Background: an optimization exercise with open tools, aiming at small area. Do not read the settings as production practice.
The RTL was checked by simulation tests, not by an equivalence proof against the original design.
The flow treats the clock pin as an ideal source, which a real chip does not have.
Power figures rest on the tool's default switching activity, not on a simulated workload.

== the previous run ==
==> flow/design.v <==
module ibus_core (
    input  wire        clk,
    input  wire        rst,           
    input  wire        rx,            
    output wire        tx,            
    output wire        tx_en,         
    input  wire        req_valid,
    input  wire        req_send,      
    input  wire [3:0]  req_cmd,
    input  wire [3:0]  req_id,
    input  wire [2:0]  req_len,       
    input  wire [31:0] req_data,      
    output reg         dec_valid,
    output wire [1:0]  dec_status,    
    output wire [3:0]  dec_cmd,
    output wire [3:0]  dec_id,
    output wire        frame_ready
);
    localparam [3:0] BC_START = 4'd15;
    localparam [3:0] BC_STOP  = 4'd8;
    localparam [3:0] BC_IDLE  = 4'd9;
    localparam [8:0] GAP_END = 9'h1FF;
    function [8:0] lfsr_back(input [8:0] s, input integer n);
        integer k;
        begin
            lfsr_back = s;
            for (k = 0; k < n; k = k + 1)
                lfsr_back = {lfsr_back[0] ^ lfsr_back[5], lfsr_back[8:1]};
        end
    endfunction
    localparam [8:0] GAP_SEED = lfsr_back(GAP_END, 320);
    reg        rx_s1, rx_s2;     
    reg  [3:0] ph;               
    reg  [3:0] bc;               
    reg        busy;             
    reg  [3:0] cnt;              
    reg        fp;               
    reg [39:0] sr;               
    reg  [7:0] acc;              
    reg  [2:0] hi;               
    reg        cy;               
    wire       gap_flag = &sr[39:31];
    assign tx_en       = busy;
    wire       sr0_true = sr[0] ^ (busy && !bc[0]);
    assign dec_cmd     = sr[15:12];
    assign dec_id      = sr[11:8];
    assign dec_status  = {sr[16] && !cy, sr[16] && cy};
    wire dec_fire  = req_valid && !req_send && !busy;
    wire send_fire = req_valid &&  req_send && !busy && (req_len <= 3'd4);
    wire cur1 = cnt[0] && !cnt[1];
    wire cur2 = cnt[1] && !cnt[2];
    wire cur3 = cnt[2] && !cnt[3];
    wire cur4 = cnt[3];
    wire first = fp;
    wire pend  = fp;
    assign frame_ready = !busy && cnt[3] && cnt[0];
    wire   dec_avail   = frame_ready;
    wire bit_end  = (ph == 4'd15);
    wire in_data  = !bc[3];
    wire dshift   = bit_end && in_data;
    wire last     = (bc == 4'd7);
    wire at_idle  = (bc == BC_IDLE);
    wire char_end = bit_end && (bc == BC_STOP);
    wire r_chi  = cnt[3] && !cnt[2];             
    wire r_clo  = cnt[2] && !cnt[1];             
    wire t_clo  = !first && r_clo;
    wire t_body = !first && !r_clo && !r_chi;
    wire rx_valid    = !busy && char_end && rx_s2;
    wire rx_accept   = rx_valid && !send_fire;
    wire frame_start = rx_accept && gap_flag;
    wire rx_shift    = !busy && dshift;
    wire tx_shift = busy && dshift && t_body;
    always @(posedge clk) begin
        if (rst) begin
            rx_s1 <= 1'b1;
            rx_s2 <= 1'b1;
        end else begin
            rx_s1 <= rx;
            rx_s2 <= rx_s1;
        end
    end
    always @(posedge clk) begin
        if (send_fire)
            ph <= 4'd13;
        else if (!busy && at_idle)
            ph <= 4'd8;                  
        else if (!(busy && char_end))
            ph <= ph + 4'd1;
    end
    always @(posedge clk) begin
        if (rst) begin
            bc   <= BC_IDLE;
            busy <= 1'b0;
        end else if (send_fire) begin
            bc   <= BC_IDLE;
            busy <= 1'b1;
        end else begin
            if (at_idle) begin
                if (busy ? bit_end : !rx_s2)
                    bc <= BC_START;
            end else if (bit_end) begin
                if (!busy && bc == BC_START && rx_s2)
                    bc <= BC_IDLE;       
                else
                    bc <= bc + 4'd1;
            end
            if (busy && char_end && r_chi)
                busy <= 1'b0;
        end
    end
    always @(posedge clk) begin
        if (rst)
            cnt <= 4'b0000;
        else if (send_fire)
            cnt <= {req_len == 3'd0, req_len <= 3'd1, req_len <= 3'd2, req_len <= 3'd3};
        else if (frame_start)
            cnt <= 4'b0001;
        else if (busy ? char_end : ((rx_accept && !cur4) || (dec_fire && dec_avail)))
            cnt <= {cnt[2:0], !cnt[3]};
    end
    always @(posedge clk) begin
        if (send_fire)
            fp <= 1'b1;
        else if (busy) begin
            if (char_end)
                fp <= 1'b0;
        end else if (rx_accept && (frame_start || !cnt[2]))
            fp <= 1'b1;
        else if (rx_shift && last)
            fp <= 1'b0;
    end
    wire [8:0] gap_lfsr = {sr[31], sr[32], sr[33], sr[34], sr[35], sr[36], sr[37], sr[38], sr[39]};
    wire [8:0] gap_seed_sr;              
    genvar gk;
    generate
        for (gk = 0; gk < 9; gk = gk + 1) begin : g_seed
            assign gap_seed_sr[8 - gk] = GAP_SEED[gk];
        end
    endgenerate
    always @(posedge clk) begin
        if (send_fire)
            sr <= {req_data[31:23] ^ 9'h155, ~req_data[22:8], req_data[7:0] ^ 8'h55, ~req_cmd, ~req_id};
        else begin
            if (tx_shift || rx_shift)
                sr[7:0] <= ~{busy ? sr[8] : rx_s2, sr[7:1]};
            if (tx_shift || (rx_shift && cur1))
                sr[15:8] <= {busy ? sr[16] : rx_s2, sr[15:9]};
            if (tx_shift)
                sr[30:16] <= ~sr[31:17];
            else if (!busy)
                sr[16] <= dec_avail;
            if (!busy && rx_accept)
                sr[39:31] <= gap_seed_sr;
            else if (tx_shift || !busy)
                sr[38:31] <= sr[39:32];
            if (!busy && !rx_accept)
                sr[39] <= (gap_lfsr[8] ^ gap_lfsr[4]) | gap_flag;
        end
    end
    wire ld     = !busy && cur1;
    wire add_en = busy ? t_body : pend;
    wire a_in   = add_en && sr0_true;
    wire a_acc  = acc[0] && !ld;
    wire a_cy   = cy && !ld;
    wire s_bit  = a_acc ^ a_in ^ a_cy;
    wire c_out  = (a_acc & a_in) | (a_acc & a_cy) | (a_in & a_cy);
    wire rot    = dshift && (busy || pend);
    wire ok3    = (acc == 8'hFF) && ((sr[7:0] ^ 8'b10101010) == {7'h7F, ~hi[0]});
    always @(posedge clk) begin
        if (send_fire) begin
            acc <= 8'd4 + {5'd0, req_len};
            hi  <= 3'd0;
            cy  <= 1'b0;
        end else if (rot) begin
            acc <= {s_bit, acc[7:1]};
            cy  <= c_out && !last;
            if (last && ld)
                hi[1:0] <= 2'd0;
            else if (last)
                hi <= hi + {2'd0, c_out};
        end else if (rx_accept && cur3) begin
            cy <= ok3;
        end
    end
    always @(posedge clk) begin
        if (rst)
            dec_valid <= 1'b0;
        else
            dec_valid <= dec_fire;
    end
    reg t_bit;
    always @(*) begin
        if (first)
            t_bit = acc[0];
        else if (t_body)
            t_bit = sr0_true;
        else if (t_clo)
            t_bit = ~acc[0];
        else
            t_bit = !(bc[2:0] <= 3'd2 && hi[bc[1:0]]);
    end
    assign tx = !busy || !(bc == BC_START || (in_data && !t_bit));
endmodule
export LEC_CHECK = 0
export CAP_MARGIN = 0
export CORE_MARGIN = 2
export CORE_UTILIZATION = 40
export PLACE_DENSITY = 0.6
export SLEW_MARGIN = 0
create_clock -name core_clock -period 10.0 [get_ports {clk}]
standard.sh (not shown) runs the stock make flow with config.mk's settings and CLKGATE_MAP_FILE= SYNTH_SCRIPT=/design/flow/synth_recipe.tcl, a recipe that flattens the netlist after the stock synthesis.
==> flow/flow/run.sh <==
#!/bin/bash
# The standard layout (standard.sh) with these changes:
# - synthesis maps the logic with ABC's area-oriented mapper (amap, the
#   script in abc_map.script) instead of ORFS's delay-oriented script; the
#   flip-flops are mapped before ABC runs, so they are the same as in the
#   standard synthesis;
# - the port buffers are the smallest buffer cell instead of the delay cell
#   buffer_ports picks by default;
# - the clock tree: manual_cts.tcl splits the flip-flops into CLK_GROUPS
#   groups, each driven by one CLK_GROUP_CELL, and CTS builds the tree
#   from the clock port to those buffers only, of clkbuf_1, without dummy
#   loads.
set -euo pipefail
rm -rf scripts_area
cp -r "$FLOW_HOME/scripts" scripts_area
cp flow/abc_map.script scripts_area/abc_speed.script
export SCRIPTS_DIR="$PWD/scripts_area"
export BUFFER_PORTS_ARGS="-buffer_cell sky130_fd_sc_hd__buf_1"
export CLK_GROUPS=8
export CLK_GROUP_CELL=sky130_fd_sc_hd__clkbuf_4
export PRE_CTS_TCL="$PWD/flow/manual_cts.tcl"
export CTS_ARGS="-clk_nets clk -sink_clustering_enable -repair_clock_nets -dont_use_dummy_load -buf_list sky130_fd_sc_hd__clkbuf_1"
bash standard.sh > standard.log 2>&1
Other scripts of this flow, unchanged in this note and not shown: flow/flow/abc_map.script, flow/flow/manual_cts.tcl
The inputs of the current run differ from those of the previous run as listed below.
-- flow/design.v --
<<< the previous run, line 38
    reg [39:0] sr;               
    reg  [7:0] acc;              
    reg  [2:0] hi;               
    reg        cy;               
    wire       gap_flag = &sr[39:31];
>>> the current run, line 38
    reg [39:0] sr;               
    reg  [7:0] acc;              
    reg        hi0;              
    wire [2:0] hi = {rx_s2, rx_s1, hi0};
    reg        cy;               
    wire       gap_flag = &sr[39:31];
<<< the previous run, line 71
    wire rx_shift    = !busy && dshift;
    wire tx_shift = busy && dshift && t_body;
    always @(posedge clk) begin
        if (rst) begin
            rx_s1 <= 1'b1;
            rx_s2 <= 1'b1;
        end else begin
            rx_s1 <= rx;
>>> the current run, line 72
    wire rx_shift    = !busy && dshift;
    wire tx_shift = busy && dshift && t_body;
    wire tx_hi = busy && !(bc == BC_STOP && r_chi);
    wire [2:0] hi_inc;
    always @(posedge clk) begin
        if (rst) begin
            rx_s1 <= 1'b1;
            rx_s2 <= 1'b1;
        end else if (send_fire) begin
            rx_s1 <= 1'b0;
            rx_s2 <= 1'b0;
        end else if (tx_hi) begin
            if (rot && last)
                {rx_s2, rx_s1} <= hi_inc[2:1];
        end else begin
            rx_s1 <= rx;
<<< the previous run, line 167
    wire rot    = dshift && (busy || pend);
    wire ok3    = (acc == 8'hFF) && ((sr[7:0] ^ 8'b10101010) == {7'h7F, ~hi[0]});
    always @(posedge clk) begin
        if (send_fire) begin
            acc <= 8'd4 + {5'd0, req_len};
            hi  <= 3'd0;
            cy  <= 1'b0;
        end else if (rot) begin
>>> the current run, line 176
    wire rot    = dshift && (busy || pend);
    wire ok3    = (acc == 8'hFF) && ((sr[7:0] ^ 8'b10101010) == {7'h7F, ~hi[0]});
    assign hi_inc = hi + {2'd0, c_out};
    always @(posedge clk) begin
        if (send_fire) begin
            acc <= 8'd4 + {5'd0, req_len};
            hi0 <= 1'b0;
            cy  <= 1'b0;
        end else if (rot) begin
<<< the previous run, line 176
            cy  <= c_out && !last;
            if (last && ld)
                hi[1:0] <= 2'd0;
            else if (last)
                hi <= hi + {2'd0, c_out};
        end else if (rx_accept && cur3) begin
            cy <= ok3;
>>> the current run, line 186
            cy  <= c_out && !last;
            if (last && ld)
                hi0 <= 1'b0;
            else if (last)
                hi0 <= hi_inc[0];
        end else if (rx_accept && cur3) begin
            cy <= ok3;
Notes after the runs:
Going from the previous run to the current run, clock share of power increased by 0.7 points relative to the old numbers; fmax decreased by about 3.7% relative to the old numbers; clock latency at the later pin of the worst-skew pair decreased by 0.02 ns relative to the old numbers; multi-input logic cell count decreased by 3 relative to the old numbers; cell count increased by 0.64% relative to the old numbers.
Met2 track utilization from global routing | the current run below the previous run
Area growth from synthesis to layout (lower): the previous run
The first-iteration detailed-routing DRC count in the current run was higher than what the previous run gave.
Between the previous run and the current run, the hold slack is higher for the current run.
Instance count along the most critical hold path delta for the current run relative to the previous run: 1 higher

==> port drivers added, routing unchanged <==
The flow's constraints put no driver on any port. The routed layouts listed below were extracted and timed again, unchanged, in two steps.
Step 1 (the two cells are an assumption about what drives the block):
set clk [get_ports {clk}]
set_driving_cell -lib_cell sky130_fd_sc_hd__clkbuf_16 $clk
set_driving_cell -lib_cell sky130_fd_sc_hd__buf_2 [delete_from_list [all_inputs] $clk]
Step 2 moves the port delays by t, midway between the first and last clock arrival at a register: inputs arrive t later, outputs are due t later. That takes back most of the time a late clock gives input paths.
a / b / c = no drivers / after step 1 / after step 2; a / b = the first two.
| run | t, ns | setup slack, ns | worst setup path at the end | pins driven straight from the clock port |
|---|---|---|---|---|
| the previous run | 0.665 | 5.140 / 5.111 / 5.479 | input to register | 1 |
| the current run | 0.663 | 4.955 / 4.925 / 5.112 | input to register | 1 |
After both steps every run listed still meets setup and hold.
